Background: an optimization exercise with open tools, aiming at a short achievable clock period. Do not read the settings as production practice.
RTL that was checked went through simulation tests only; none was proved equivalent to the original.
Power and IR drop assume default switching activity.

==> delta: inputs <==
// pwmcore
module pwmcore (
    input  wire        clk,
    input  wire        rst,           
    input  wire        cmd_valid,
    input  wire [31:0] cmd_word,
    output reg         resp_valid,
    output wire [31:0] resp_word,
    input  wire [7:0]  ev_in,
    output wire [3:0]  pin_h,
    output wire [3:0]  pin_l,
    output wire        irq_fault,
    output wire [3:0]  irq_match,
    output wire        irq_ovf
);
clock: 7.6 ns
lec_check: 0
abc_clock_period_in_ps: 2500
cap_margin: 20
core_margin: 2
core_utilization: 40
place_density: 0.6
setup_slack_margin: 4.8
slew_margin: 20
synth_hierarchical: 1
synth_minimum_keep_size: 0
run.sh (not shown) runs the stock make flow with config.mk's settings and CLKGATE_MAP_FILE= SYNTH_SCRIPT=/design/flow/synth_recipe.tcl, a recipe that flattens the netlist after the stock synthesis.
==> onyx: changes against delta <==
--- a/flow/design.v
+++ b/flow/design.v
@@ -2,16 +2,16 @@
     input  wire        clk,
     input  wire        rst,           
     input  wire        cmd_valid,
     input  wire [31:0] cmd_word,
     output reg         resp_valid,
     output wire [31:0] resp_word,
     input  wire [7:0]  ev_in,
-    output wire [3:0]  pin_h,
-    output wire [3:0]  pin_l,
+    output reg  [3:0]  pin_h,
+    output reg  [3:0]  pin_l,
     output wire        irq_fault,
     output wire [3:0]  irq_match,
     output wire        irq_ovf
 );
     localparam N = 4;
     function automatic pfx16(input [15:0] g_in, input [15:0] p_in);
         reg [15:0] g, p;
@@ -132,27 +132,21 @@
     endfunction
     reg        enabled;
     reg        fstate;          
     reg        forced;
     reg        restart;         
     reg        safe;
     reg [7:0]  evmask;
-    reg [N-1:0] match_k, match_s;
-    reg        ovf_k, ovf_s;
-    reg        faultif_k, faultif_s;
-    wire [N-1:0] match = match_k | match_s;
-    wire       ovf     = ovf_k | ovf_s;
-    wire       faultif = faultif_k | faultif_s;
-    reg [N-1:0] ha_r, hb_r, la_r, lb_r;
+    reg [N-1:0] match;
+    reg        ovf;
+    reg        faultif;
     reg        cfgerr;
     reg [7:0]  ev_prev;
     reg        resp_hi29;
-    reg        ra31, ra28;
-    reg [5:0]  rx;              
-    wire       rbc = |rx;
+    reg        ra31, ra28, rb, rc;
     reg [15:0] resp_lo;
     reg        pc_a, pc_e, pm_a, pm_e, pd_a, pd_e;
     wire       pend_car = pc_a & ~pc_e;
     wire       pend_max = pm_a & ~pm_e;
     wire       pend_dt  = pd_a & ~pd_e;
     reg [N-1:0] wr_r;           
     reg [31:0] cw;              
@@ -320,25 +314,27 @@
             if (v_lt_act[i] || v_lt_pend[i])
                 max_ap_bad = 1'b1;
             car_raw[i] = ~c_dir & c_lt_act[i] | c_dir & (|active_p[i]);
         end
     end
     wire er_flt = enabled;
     wire er_wr  = md_lt_v;
-    wire cfgerr_e = cfgerr | ra28 | rbc;    
+    wire cfgerr_e = cfgerr | ra28 | rb | rc;    
     wire er_sta = cfgerr_e;
     wire ok_flt = lg_flt & ~er_flt;
     wire ok_sta = lg_sta & ~er_sta;
     wire ok_stp = lg_stp;
     wire ok_wr  = lg_wr  & ~er_wr;
     wire ok_fir = lg_fir;
     wire ok_clr = lg_clr;
     wire ok_ack = lg_ack;
     wire cfe_a = (lg_car & (enabled | ~|c_period | ~|c_div)) | (lg_max & enabled) |
                  (lg_dt & enabled) | (lg_flt & er_flt) | (lg_wr & er_wr) | (lg_sta & er_sta);
+    wire cfe_b = lg_car & (~md_lt_c | car_dt_bad) | lg_dt & dt_ge;
+    wire cfe_c = lg_max & (~v_lt_per | max_ap_bad);
     wire legal = lg_car | lg_max | lg_dt | lg_flt | lg_sta | lg_stp | lg_wr |
                  lg_rd | lg_fir | lg_clr | lg_st | lg_rf | lg_ack;
     wire [N-1:0] wr_sel;
     genvar g;
     generate
         for (g = 0; g < N; g = g + 1) begin : g_wr
             assign wr_sel[g] = ok_wr & (ix == g);
@@ -356,22 +352,20 @@
     wire [7:0] evmask1 = ok_flt ? cmd_word[7:0] : evmask;
     wire fstate2 = fstate1 & ~(tick_b & restart1);
     wire forced2 = forced1 & ~(tick_b & ~fstate2);
     wire ev_any   = |(ev_in & ~ev_prev & evmask1);
     wire ev_latch = ev_any & ~fstate2;
     wire fstate_n  = fstate2 | ev_any;
     wire forced_n  = forced2 | ev_latch;
-    wire faultif_kn = fire_latch | (faultif & ~(ok_ack & cmd_word[9]));
-    wire faultif_sn = ev_latch;
-    wire ovf_kn     = ovf & ~(ok_ack & cmd_word[8]);
-    wire ovf_sn     = tick_b;
+    wire faultif_n = ev_latch | fire_latch | (faultif & ~(ok_ack & cmd_word[9]));
+    wire ovf_n     = tick_b | (ovf & ~(ok_ack & cmd_word[8]));
     wire vnz  = |value;
     wire bnd  = phit_e & nbnd_e;              
     wire ncz  = pend_car ? (cw_init == 16'd0) : (tk ? (ncnt_s == 16'd0) : (ncnt_p == 16'd0));
-    reg [N-1:0] la, lp, ea, ep, r2, hit, match_kn, match_sn, ha_n, hb_n, la_n, lb_n;
+    reg [N-1:0] la, lp, ea, ep, r2, hit, match_n, h_n, l_n;
     always @(*) begin
         for (i = 0; i < N; i = i + 1) begin
             lp[i] = pend_car ? (cw[27] ? (|pending_p[i][15:1]) : m_lt_pp[i]) :
                     tk ? (wr_r[i] ? lt_s_cw : s_lt_pp[i]) :
                          (wr_r[i] ? lt_p_cw : lpp_r[i]);
             ep[i] = pend_car ? (cw[27] ? (pending_p[i] == 16'd1) : m_eq_pp[i]) :
                     tk ? (wr_r[i] ? eq_s_cw : s_eq_pp[i]) :
@@ -382,33 +376,35 @@
                          lap_r[i];
             ea[i] = pend_car ? (cw[27] ? (active_p[i] == 16'd1) : m_eq_ap[i]) :
                     tk ? (nbnd_p ? (wr_r[i] ? eq_s_cw : s_eq_pp[i])
                                  : s_eq_ap[i]) :
                          eap_r[i];
             r2[i]  = bnd ? (wr_sel[i] ? (ncz & vnz) : lp[i]) : la[i];
             hit[i] = ~nphase_e & (bnd ? (wr_sel[i] ? (ncz & ~vnz) : ep[i]) : ea[i]);
-            match_kn[i] = match[i] & ~(ok_ack & cmd_word[i]);
-            match_sn[i] = tick & hit[i];
-            ha_n[i] = bnd ? (ncz & z1[i] & vnz) : (phit_e ? (la[i] & z1[i]) : (raw_e[i] & dz[i]));
-            hb_n[i] = bnd ? (lp[i] & z1[i])     : (phit_e ? (la[i] & z1[i]) : (raw_e[i] & dz[i]));
-            la_n[i] = bnd ? (~(ncz & vnz) & z0[i]) : (phit_e ? (~la[i] & z0[i]) : (~raw_e[i] & dz[i]));
-            lb_n[i] = bnd ? (~lp[i] & z0[i])       : (phit_e ? (~la[i] & z0[i]) : (~raw_e[i] & dz[i]));
+            match_n[i] = (match[i] & ~(ok_ack & cmd_word[i])) | (tick & hit[i]);
+            h_n[i] = en1 & (bnd ? (wr_sel[i] ? (ncz & z1[i] & vnz) : (lp[i] & z1[i]))
+                                : (phit_e ? (la[i] & z1[i]) : (raw_e[i] & dz[i])));
+            l_n[i] = en1 & (bnd ? (wr_sel[i] ? (~(ncz & vnz) & z0[i]) : (~lp[i] & z0[i]))
+                                : (phit_e ? (~la[i] & z0[i]) : (~raw_e[i] & dz[i])));
         end
     end
     wire [15:0] flags_word = {2'b00, fstate, enabled, forced, cfgerr_e, faultif, ovf,
                               4'b0000, match};
     wire [15:0] rd_duty = cmd_word[16] ? pending_e[ix] : active_e[ix];
     wire [15:0] rd_data = ({16{lg_rd}} & rd_duty) |
                           ({16{lg_st}} & {15'd0, fstate}) |
                           ({16{lg_rf}} & flags_word);
     always @(posedge clk) begin
         resp_hi29 <= ~legal;
         resp_lo   <= rd_data;
         cw     <= cmd_word;
         cw_pm1 <= dec16(c_period);
+        pc_e   <= ~md_lt_c | car_dt_bad;
+        pm_e   <= ~v_lt_per | max_ap_bad;
+        pd_e   <= dt_ge;
         cw_raw <= car_raw;
         r2_r   <= r2;
         prem_d   <= dec10(prem_e);
         phit_d   <= (prem_e == 10'd1);
         for (i = 0; i < N; i = i + 1) begin
             dt_a1[i] <= a1[i];
             dt_a0[i] <= a0[i];
@@ -420,30 +416,26 @@
         if (rst) begin
             enabled    <= 1'b0;
             fstate     <= 1'b0;
             forced     <= 1'b0;
             restart    <= 1'b0;
             safe       <= 1'b0;
             evmask     <= 8'h00;
-            match_k    <= {N{1'b0}};
-            match_s    <= {N{1'b0}};
-            ovf_k      <= 1'b0;
-            ovf_s      <= 1'b0;
-            faultif_k  <= 1'b0;
-            faultif_s  <= 1'b0;
+            match      <= {N{1'b0}};
+            ovf        <= 1'b0;
+            faultif    <= 1'b0;
             cfgerr     <= 1'b0;
             ra31       <= 1'b0;
             ra28       <= 1'b0;
-            rx         <= 6'd0;
+            rb         <= 1'b0;
+            rc         <= 1'b0;
             ev_prev    <= 8'h00;
             resp_valid <= 1'b0;
-            ha_r       <= {N{1'b0}};
-            hb_r       <= {N{1'b0}};
-            la_r       <= {N{1'b0}};
-            lb_r       <= {N{1'b0}};
+            pin_h      <= {N{1'b0}};
+            pin_l      <= {N{1'b0}};
             pc_a       <= 1'b0;
             pm_a       <= 1'b0;
             pd_a       <= 1'b0;
             lpp_r      <= {N{1'b0}};
             lap_r      <= {N{1'b0}};
             epp_r      <= {N{1'b0}};
             eap_r      <= {N{1'b0}};
@@ -473,43 +465,31 @@
         end else begin
             enabled    <= en1;
             fstate     <= fstate_n;
             forced     <= forced_n;
             restart    <= restart1;
             safe       <= safe1;
             evmask     <= evmask1;
-            match_k    <= match_kn;
-            match_s    <= match_sn;
-            ovf_k      <= ovf_kn;
-            ovf_s      <= ovf_sn;
-            faultif_k  <= faultif_kn;
-            faultif_s  <= faultif_sn;
+            match      <= match_n;
+            ovf        <= ovf_n;
+            faultif    <= faultif_n;
             cfgerr     <= cfgerr_e;
             ra31       <= ~legal | cfe_a;
             ra28       <= legal & cfe_a;
-            rx[0]      <= lg_car & (~md_lt_c | cdt_ge[0]);
-            rx[1]      <= lg_car & (cdt_ge[1] | cdt_ge[2] | cdt_ge[3]);
-            rx[2]      <= lg_dt & dt_ge;
-            rx[3]      <= lg_max & (~v_lt_per | v_lt_act[0] | v_lt_act[1]);
-            rx[4]      <= lg_max & (v_lt_act[2] | v_lt_act[3] | v_lt_pend[0]);
-            rx[5]      <= lg_max & (v_lt_pend[1] | v_lt_pend[2] | v_lt_pend[3]);
+            rb         <= cfe_b;
+            rc         <= cfe_c;
             ev_prev    <= ev_in;
             resp_valid <= cmd_valid;
             for (i = 0; i < N; i = i + 1) begin
-                ha_r[i] <= ha_n[i];
-                hb_r[i] <= hb_n[i];
-                la_r[i] <= la_n[i];
-                lb_r[i] <= lb_n[i];
+                pin_h[i] <= forced_n ? safe1 : h_n[i];
+                pin_l[i] <= forced_n ? safe1 : l_n[i];
             end
             pc_a       <= lg_car & ~(enabled | ~|c_period | ~|c_div);
-            pc_e       <= ~md_lt_c | car_dt_bad;
             pm_a       <= lg_max & ~enabled;
-            pm_e       <= ~v_lt_per | max_ap_bad;
             pd_a       <= lg_dt & ~enabled;
-            pd_e       <= dt_ge;
             lpp_r      <= lp;
             lap_r      <= la;
             epp_r      <= ep;
             eap_r      <= ea;
             wr_r       <= wr_sel;
             period    <= period_e;
             period_m1 <= period_m1_e;
@@ -531,17 +511,15 @@
                 dt_high[i]   <= dt_high_e[i];
                 pending_p[i] <= pending_e[i];
                 active_p[i]  <= active_e[i];
                 dt_p[i]      <= dt_e[i];
             end
         end
     end
-    assign resp_word = {ra31 | rbc, 1'b0, resp_hi29, ra28 | rbc, 12'd0, resp_lo};
-    assign pin_h     = forced ? {N{safe}} : ({N{enabled}} & ((wr_r & ha_r) | (~wr_r & hb_r)));
-    assign pin_l     = forced ? {N{safe}} : ({N{enabled}} & ((wr_r & la_r) | (~wr_r & lb_r)));
+    assign resp_word = {ra31 | rb | rc, 1'b0, resp_hi29, ra28 | rb | rc, 12'd0, resp_lo};
     assign irq_fault = faultif;
     assign irq_match = match;
     assign irq_ovf   = ovf;
 endmodule
 module pwmcore_cmp16 (
     input  wire [15:0] a,
     input  wire [15:0] b,
==> flow/config.mk (replaced) <==
export PLATFORM = sky130hd
export DESIGN_NAME = pwmcore
export DESIGN_NICKNAME = pwmcore
export VERILOG_FILES = /design/flow/design.v
export SDC_FILE = /design/flow/constraint.sdc
export NUM_CORES = 4
export LEC_CHECK = 0
export ABC_AREA = 1
export CAP_MARGIN = 20
export CORE_MARGIN = 2
export CORE_UTILIZATION = 40
export PLACE_DENSITY = 0.6
export SETUP_SLACK_MARGIN = 4.8
export SLEW_MARGIN = 20
export SYNTH_HIERARCHICAL = 1
export SYNTH_MINIMUM_KEEP_SIZE = 0
==> summary.md <==
• **result of the run** timing/DRC/antenna clean
• **Post-Route M1 WL** 79100 µm
• **static leakage** 27.8 nW
• **share of total power consumed by net switching** 0.290
• **clock-cell share of area** 0.0445
• **Worst Reg2Reg Path Length in Cells** 22
-- figures above: onyx

==> summary.md <==
• **clock-cell share of area** 0.0441
• **maximum clock path buffer count** 3
• **result of the run** timing/DRC/antenna clean
• **share of total power consumed by net switching** 0.278
• **static leakage** 21.5 nW
• **power density over the cells** 138 nW/µm²
• **Post-Route M1 WL** 77700 µm
• **Worst Reg2Reg Path Length in Cells** 16
-- figures above: delta

No functional check of the RTL was part of any run of this note.

==> inputs of 09-15 <==
pwmcore, a different RTL version from the one above (not shown whole).
## pwmcore
module pwmcore (
    input  wire        clk,
    input  wire        rst,           
    input  wire        cmd_valid,
    input  wire [31:0] cmd_word,
    output reg         resp_valid,
    output wire [31:0] resp_word,
    input  wire [7:0]  ev_in,
    output reg  [3:0]  pin_h,
    output reg  [3:0]  pin_l,
    output wire        irq_fault,
    output wire [3:0]  irq_match,
    output wire        irq_ovf
);
    localparam N = 4;
    function automatic pfx16(input [15:0] g_in, input [15:0] p_in);
        reg [15:0] g, p;
        integer s, j;
        begin
            g = g_in;
            p = p_in;
            for (s = 1; s < 16; s = s * 2)
                for (j = 0; j < 16; j = j + 2 * s) begin
                    g[j+2*s-1] = g[j+2*s-1] | (p[j+2*s-1] & g[j+s-1]);
                    p[j+2*s-1] = p[j+2*s-1] & p[j+s-1];
                end
            pfx16 = g[15];
        end
    endfunction
    function automatic [1:0] cmp16(input [15:0] a, input [15:0] b);
        reg [15:0] l, m;
        reg        lh, mh;
        integer s, j;
  ...
clock: 7.6 ns
lec_check: 0
abc_area: 1
cap_margin: 20
core_margin: 2
core_utilization: 40
place_density: 0.6
setup_slack_margin: 4.8
slew_margin: 20
synth_hierarchical: 1
synth_minimum_keep_size: 0
==> inputs of 10-21, as changes to 09-15 <==
--- a/flow/config.mk
+++ b/flow/config.mk
@@ -3,11 +3,11 @@
 export DESIGN_NICKNAME = pwmcore
 export VERILOG_FILES = /design/flow/design.v
 export SDC_FILE = /design/flow/constraint.sdc
 export NUM_CORES = 4
 export LEC_CHECK = 0
-export ABC_AREA = 1
+export ABC_CLOCK_PERIOD_IN_PS = 2500
 export CAP_MARGIN = 20
 export CORE_MARGIN = 2
 export CORE_UTILIZATION = 40
 export PLACE_DENSITY = 0.6
 export SETUP_SLACK_MARGIN = 4.8
==> inputs of 08-22, as changes to 09-15 <==
--- a/flow/design.v
+++ b/flow/design.v
@@ -241,51 +241,68 @@
     wire [15:0] c_period = cmd_word[15:0];
     wire [9:0]  c_div    = cmd_word[25:16];
     wire        c_dir    = cmd_word[27];
     wire [7:0]  c_low    = cmd_word[15:8];
     wire [7:0]  c_high   = cmd_word[7:0];
-    wire lg_car, lg_max, lg_dt, lg_flt, lg_sta, lg_stp, lg_wr, lg_rd, lg_fir,
-         lg_clr, lg_st, lg_rf, lg_ack;
-    pwmcore_dec u_dec (.cmd_valid(cmd_valid), .cmd_word(cmd_word),
-                       .lg({lg_ack, lg_rf, lg_st, lg_clr, lg_fir, lg_rd, lg_wr,
-                            lg_stp, lg_sta, lg_flt, lg_dt, lg_max, lg_car}));
+    wire z_7_0   = ~|cmd_word[7:0];
+    wire z_9_8   = ~|cmd_word[9:8];
+    wire z_15_10 = ~|cmd_word[15:10];
+    wire z_16    = ~cmd_word[16];
+    wire z_23_17 = ~|cmd_word[23:17];
+    wire z_25_24 = ~|cmd_word[25:24];
+    wire z_27_26 = ~|cmd_word[27:26];
+    wire z_15_0  = z_7_0 & z_9_8 & z_15_10;
+    wire z_23_16 = z_16 & z_23_17;
+    wire z_27_0  = z_15_0 & z_23_16 & z_25_24 & z_27_26;
+    wire is_car = cmd_valid & (op == 4'h1);
+    wire is_max = cmd_valid & (op == 4'h2);
+    wire is_dt  = cmd_valid & (op == 4'h3);
+    wire is_flt = cmd_valid & (op == 4'h4);
+    wire is_sta = cmd_valid & (op == 4'h5);
+    wire is_stp = cmd_valid & (op == 4'h6);
+    wire is_wr  = cmd_valid & (op == 4'h7);
+    wire is_rd  = cmd_valid & (op == 4'h8);
+    wire is_fir = cmd_valid & (op == 4'h9);
+    wire is_clr = cmd_valid & (op == 4'hA);
+    wire is_st  = cmd_valid & (op == 4'hB);
+    wire is_rf  = cmd_valid & (op == 4'hC);
+    wire is_ack = cmd_valid & (op == 4'hD);
+    wire lg_car = is_car;
+    wire lg_max = is_max & z_23_16 & z_25_24 & z_27_26;
+    wire lg_dt  = is_dt  & z_23_16 & z_27_26;
+    wire lg_flt = is_flt & z_9_8 & z_15_10 & z_23_16 & z_25_24;
+    wire lg_sta = is_sta & z_27_0;
+    wire lg_stp = is_stp & z_27_0;
+    wire lg_wr  = is_wr  & z_23_16 & z_27_26;
+    wire lg_rd  = is_rd  & z_23_17 & z_15_0 & z_27_26;
+    wire lg_fir = is_fir & z_15_0 & z_23_16 & ~cmd_word[27];
+    wire lg_clr = is_clr & z_27_0;
+    wire lg_st  = is_st  & z_27_0;
+    wire lg_rf  = is_rf  & z_27_0;
+    wire lg_ack = is_ack & z_15_10 & z_23_16 & z_25_24 & z_27_26;
     wire [N-1:0] cdt_ge, v_lt_act, v_lt_pend, c_lt_act;
     wire [N-1:0] m_lt_pp, m_eq_pp, m_lt_ap, m_eq_ap;
     wire [N-1:0] s_lt_pp, s_eq_pp, s_lt_ap, s_eq_ap;
     wire md_lt_v, md_lt_c, v_lt_per, dt_ge;
     wire lt_s_cw, eq_s_cw, lt_p_cw, eq_p_cw;
     genvar gc;
     generate
         for (gc = 0; gc < N; gc = gc + 1) begin : g_cmp
-            pwmcore_sumge u_cdt  (.lo(dt_low[gc]), .hi(dt_high[gc]), .p(c_period), .ge(cdt_r[gc]));
-            assign cdt_ge[gc] = (pend_dt && cw[25:24] == gc) ? cdt_cw : cdt_r[gc];
+            pwmcore_sumge u_cdt  (.lo(dt_low_e[gc]), .hi(dt_high_e[gc]), .p(c_period), .ge(cdt_ge[gc]));
             pwmcore_cmp16 u_vact (.a(value), .b(active_p[gc]), .lt(v_lt_act[gc]), .eq());
-            pwmcore_cmp16 u_vpnd (.a(value), .b(pending_p[gc]), .lt(v_lt_pr[gc]), .eq());
-            assign v_lt_pend[gc] = wr_r[gc] ? v_lt_cw : v_lt_pr[gc];
+            pwmcore_cmp16 u_vpnd (.a(value), .b(pending_e[gc]), .lt(v_lt_pend[gc]), .eq());
             pwmcore_cmp16 u_cact (.a(c_period), .b(active_p[gc]), .lt(c_lt_act[gc]), .eq());
             pwmcore_cmp16 u_mpp  (.a(cw_pm1), .b(pending_p[gc]), .lt(m_lt_pp[gc]), .eq(m_eq_pp[gc]));
             pwmcore_cmp16 u_map  (.a(cw_pm1), .b(active_p[gc]), .lt(m_lt_ap[gc]), .eq(m_eq_ap[gc]));
             pwmcore_cmp16 u_spp  (.a(ncnt_s), .b(pending_p[gc]), .lt(s_lt_pp[gc]), .eq(s_eq_pp[gc]));
             pwmcore_cmp16 u_sap  (.a(ncnt_s), .b(active_p[gc]), .lt(s_lt_ap[gc]), .eq(s_eq_ap[gc]));
         end
     endgenerate
-    wire [N-1:0] cdt_r, v_lt_pr;
-    wire cdt_cw, v_lt_cw, cw_lt_v, md_lt_vr, cw_lt_c, md_lt_cr, v_lt_cwp, v_lt_pr1;
-    wire dt_ge_cw, dt_ge_r;
-    pwmcore_sumge u_cdtc (.lo(cw[15:8]), .hi(cw[7:0]), .p(c_period), .ge(cdt_cw));
-    pwmcore_cmp16 u_vcw  (.a(value), .b(cw[15:0]), .lt(v_lt_cw), .eq());
-    pwmcore_cmp16 u_cwv  (.a(cw[15:0]), .b(value), .lt(cw_lt_v), .eq());
-    pwmcore_cmp16 u_mdv  (.a(max_duty), .b(value), .lt(md_lt_vr), .eq());
-    pwmcore_cmp16 u_cwc  (.a(cw[15:0]), .b(c_period), .lt(cw_lt_c), .eq());
-    pwmcore_cmp16 u_mdc  (.a(max_duty), .b(c_period), .lt(md_lt_cr), .eq());
-    pwmcore_cmp16 u_vper (.a(value), .b(period), .lt(v_lt_pr1), .eq());
-    pwmcore_sumge u_dtc  (.lo(c_low), .hi(c_high), .p(cw[15:0]), .ge(dt_ge_cw));
-    pwmcore_sumge u_dt   (.lo(c_low), .hi(c_high), .p(period), .ge(dt_ge_r));
-    assign md_lt_v  = pend_max ? cw_lt_v : md_lt_vr;
-    assign md_lt_c  = pend_max ? cw_lt_c : md_lt_cr;
-    assign v_lt_per = pend_car ? v_lt_cw : v_lt_pr1;
-    assign dt_ge    = pend_car ? dt_ge_cw : dt_ge_r;
+    pwmcore_cmp16 u_mdv  (.a(max_duty_e), .b(value), .lt(md_lt_v), .eq());
+    pwmcore_cmp16 u_mdc  (.a(max_duty_e), .b(c_period), .lt(md_lt_c), .eq());
+    pwmcore_cmp16 u_vper (.a(value), .b(period_e), .lt(v_lt_per), .eq());
+    pwmcore_sumge u_dt   (.lo(c_low), .hi(c_high), .p(period_e), .ge(dt_ge));
     pwmcore_cmp16 u_scw  (.a(ncnt_s), .b(cw[15:0]), .lt(lt_s_cw), .eq(eq_s_cw));
     pwmcore_cmp16 u_pcw  (.a(ncnt_p), .b(cw[15:0]), .lt(lt_p_cw), .eq(eq_p_cw));
     reg car_dt_bad, max_ap_bad;
     reg [N-1:0] car_raw;
     always @(*) begin
@@ -342,25 +359,11 @@
     wire faultif_n = ev_latch | fire_latch | (faultif & ~(ok_ack & cmd_word[9]));
     wire ovf_n     = tick_b | (ovf & ~(ok_ack & cmd_word[8]));
     wire vnz  = |value;
     wire bnd  = phit_e & nbnd_e;              
     wire ncz  = pend_car ? (cw_init == 16'd0) : (tk ? (ncnt_s == 16'd0) : (ncnt_p == 16'd0));
-    reg [N-1:0] la, lp, ea, ep;
-    wire [N-1:0] r2, match_n, ph_n, pl_n;
-    genvar gh;
-    generate
-        for (gh = 0; gh < N; gh = gh + 1) begin : g_ch
-            pwmcore_chan u_ch (
-                .en1(en1), .tick(tick), .bnd(bnd), .phit(phit_e), .nphase(nphase_e),
-                .wr(wr_sel[gh]), .ncz(ncz), .vnz(vnz),
-                .lp(lp[gh]), .la(la[gh]), .ep(ep[gh]), .ea(ea[gh]),
-                .z1(z1[gh]), .z0(z0[gh]), .dz(dz[gh]), .raw(raw_e[gh]),
-                .match(match[gh]), .ack(ok_ack & cmd_word[gh]),
-                .forced_n(forced_n), .safe(safe1),
-                .r2(r2[gh]), .match_n(match_n[gh]), .pin_h_n(ph_n[gh]), .pin_l_n(pl_n[gh]));
-        end
-    endgenerate
+    reg [N-1:0] la, lp, ea, ep, r2, hit, match_n, h_n, l_n;
     always @(*) begin
         for (i = 0; i < N; i = i + 1) begin
             lp[i] = pend_car ? (cw[27] ? (|pending_p[i][15:1]) : m_lt_pp[i]) :
                     tk ? (wr_r[i] ? lt_s_cw : s_lt_pp[i]) :
                          (wr_r[i] ? lt_p_cw : lpp_r[i]);
@@ -373,10 +376,17 @@
                          lap_r[i];
             ea[i] = pend_car ? (cw[27] ? (active_p[i] == 16'd1) : m_eq_ap[i]) :
                     tk ? (nbnd_p ? (wr_r[i] ? eq_s_cw : s_eq_pp[i])
                                  : s_eq_ap[i]) :
                          eap_r[i];
+            r2[i]  = bnd ? (wr_sel[i] ? (ncz & vnz) : lp[i]) : la[i];
+            hit[i] = ~nphase_e & (bnd ? (wr_sel[i] ? (ncz & ~vnz) : ep[i]) : ea[i]);
+            match_n[i] = (match[i] & ~(ok_ack & cmd_word[i])) | (tick & hit[i]);
+            h_n[i] = en1 & (bnd ? (wr_sel[i] ? (ncz & z1[i] & vnz) : (lp[i] & z1[i]))
+                                : (phit_e ? (la[i] & z1[i]) : (raw_e[i] & dz[i])));
+            l_n[i] = en1 & (bnd ? (wr_sel[i] ? (~(ncz & vnz) & z0[i]) : (~lp[i] & z0[i]))
+                                : (phit_e ? (~la[i] & z0[i]) : (~raw_e[i] & dz[i])));
         end
     end
     wire [15:0] flags_word = {2'b00, fstate, enabled, forced, cfgerr_e, faultif, ovf,
                               4'b0000, match};
     wire [15:0] rd_duty = cmd_word[16] ? pending_e[ix] : active_e[ix];
@@ -465,12 +475,12 @@
             rb         <= cfe_b;
             rc         <= cfe_c;
             ev_prev    <= ev_in;
             resp_valid <= cmd_valid;
             for (i = 0; i < N; i = i + 1) begin
-                pin_h[i] <= ph_n[i];
-                pin_l[i] <= pl_n[i];
+                pin_h[i] <= forced_n ? safe1 : h_n[i];
+                pin_l[i] <= forced_n ? safe1 : l_n[i];
             end
             pc_a       <= lg_car & ~(enabled | ~|c_period | ~|c_div);
             pc_e       <= ~md_lt_c | car_dt_bad;
             pm_a       <= lg_max & ~enabled;
             pm_e       <= ~v_lt_per | max_ap_bad;
@@ -559,69 +569,5 @@
                 pp[j+2*k-1] = pp[j+2*k-1] & pp[j+k-1];
             end
     end
     assign ge = ~|p[15:9] & g[15];
 endmodule
-module pwmcore_dec (
-    input  wire        cmd_valid,
-    input  wire [31:0] cmd_word,
-    output wire [12:0] lg
-);
-    wire [3:0] op = cmd_word[31:28];
-    wire z_7_0   = ~|cmd_word[7:0];
-    wire z_9_8   = ~|cmd_word[9:8];
-    wire z_15_10 = ~|cmd_word[15:10];
-    wire z_16    = ~cmd_word[16];
-    wire z_23_17 = ~|cmd_word[23:17];
-    wire z_25_24 = ~|cmd_word[25:24];
-    wire z_27_26 = ~|cmd_word[27:26];
-    wire z_15_0  = z_7_0 & z_9_8 & z_15_10;
-    wire z_23_16 = z_16 & z_23_17;
-    wire z_27_0  = z_15_0 & z_23_16 & z_25_24 & z_27_26;
-    wire is_car = cmd_valid & (op == 4'h1);
-    wire is_max = cmd_valid & (op == 4'h2);
-    wire is_dt  = cmd_valid & (op == 4'h3);
-    wire is_flt = cmd_valid & (op == 4'h4);
-    wire is_sta = cmd_valid & (op == 4'h5);
-    wire is_stp = cmd_valid & (op == 4'h6);
-    wire is_wr  = cmd_valid & (op == 4'h7);
-    wire is_rd  = cmd_valid & (op == 4'h8);
-    wire is_fir = cmd_valid & (op == 4'h9);
-    wire is_clr = cmd_valid & (op == 4'hA);
-    wire is_st  = cmd_valid & (op == 4'hB);
-    wire is_rf  = cmd_valid & (op == 4'hC);
-    wire is_ack = cmd_valid & (op == 4'hD);
-    wire lg_car = is_car;
-    wire lg_max = is_max & z_23_16 & z_25_24 & z_27_26;
-    wire lg_dt  = is_dt  & z_23_16 & z_27_26;
-    wire lg_flt = is_flt & z_9_8 & z_15_10 & z_23_16 & z_25_24;
-    wire lg_sta = is_sta & z_27_0;
-    wire lg_stp = is_stp & z_27_0;
-    wire lg_wr  = is_wr  & z_23_16 & z_27_26;
-    wire lg_rd  = is_rd  & z_23_17 & z_15_0 & z_27_26;
-    wire lg_fir = is_fir & z_15_0 & z_23_16 & ~cmd_word[27];
-    wire lg_clr = is_clr & z_27_0;
-    wire lg_st  = is_st  & z_27_0;
-    wire lg_rf  = is_rf  & z_27_0;
-    wire lg_ack = is_ack & z_15_10 & z_23_16 & z_25_24 & z_27_26;
-    assign lg = {lg_ack, lg_rf, lg_st, lg_clr, lg_fir, lg_rd, lg_wr,
-                 lg_stp, lg_sta, lg_flt, lg_dt, lg_max, lg_car};
-endmodule
-module pwmcore_chan (
-    input  wire en1, tick, bnd, phit, nphase,
-    input  wire wr, ncz, vnz,
-    input  wire lp, la, ep, ea,
-    input  wire z1, z0, dz, raw,
-    input  wire match, ack,
-    input  wire forced_n, safe,
-    output wire r2, match_n, pin_h_n, pin_l_n
-);
-    wire hit = ~nphase & (bnd ? (wr ? (ncz & ~vnz) : ep) : ea);
-    wire h_n = en1 & (bnd ? (wr ? (ncz & z1 & vnz) : (lp & z1))
-                          : (phit ? (la & z1) : (raw & dz)));
-    wire l_n = en1 & (bnd ? (wr ? (~(ncz & vnz) & z0) : (~lp & z0))
-                          : (phit ? (~la & z0) : (~raw & dz)));
-    assign r2      = bnd ? (wr ? (ncz & vnz) : lp) : la;
-    assign match_n = (match & ~ack) | (tick & hit);
-    assign pin_h_n = forced_n ? safe : h_n;
-    assign pin_l_n = forced_n ? safe : l_n;
-endmodule
--- a/flow/config.mk
+++ b/flow/config.mk
@@ -6,11 +6,11 @@
 export NUM_CORES = 4
 export LEC_CHECK = 0
 export ABC_AREA = 1
 export CAP_MARGIN = 20
 export CORE_MARGIN = 2
-export CORE_UTILIZATION = 40
-export PLACE_DENSITY = 0.6
-export SETUP_SLACK_MARGIN = 4.8
+export CORE_UTILIZATION = 50
+export PLACE_DENSITY = 0.7
+export SETUP_SLACK_MARGIN = 5
 export SLEW_MARGIN = 20
 export SYNTH_HIERARCHICAL = 1
 export SYNTH_MINIMUM_KEEP_SIZE = 0
==> qor.yml <==
cp_max_fo: 5
dp_hpwl_um: 136000
met3_usage: 0.0501
worst_r2r_path_depth: 13
status: "complete, no violations"
n_all_buffers: 297
(the above is from 09-15)
==> qor.yml <==
n_all_buffers: 496
dp_hpwl_um: 125000
gp_congestion: 1.01
status: "complete, no violations"
worst_r2r_path_depth: 14
met3_usage: 0.114
cp_max_fo: 6
(the above is from 08-22)
==> qor.yml <==
status: "complete, no violations"
worst_r2r_path_depth: 15
met3_usage: 0.0948
dp_hpwl_um: 125000
(the above is from 10-21)
The RTL of 09-15 and 10-21 was laid out without a check of its function.

## what the ideal ports hide
How much do the figures lean on ideal ports? The routed layouts below were timed once more, with nothing changed but the port constraints.
Step 1, drivers: a clkbuf_16 drives clk and a buf_2 each remaining input, both assumed.
Step 2 also shifts input and output timing later by t, the mid clock arrival at the registers, as if the neighbouring blocks saw the same clock.
Three values: no drivers, after step 1, after step 2; two values: the first two.
run	t (ns)	setup WS [ns]	worst register clock-pin slew, ns
delta	0.710	4.028 / 4.055 / 3.359	0.07 / 0.07
onyx	0.700	4.480 / 4.486 / 3.786	0.07 / 0.07
09-15	0.720	4.181 / 4.165 / 3.445	0.06 / 0.06
10-21	0.726	3.303 / 3.314 / 2.589	0.07 / 0.07
08-22	0.713	4.495 / 4.478 / 3.765	0.07 / 0.07
After both steps setup and hold are still met in every run listed. For 09-15, which loses most, drivers alone change the setup slack by -0.016 ns; drivers and shift together by -0.736 ns.
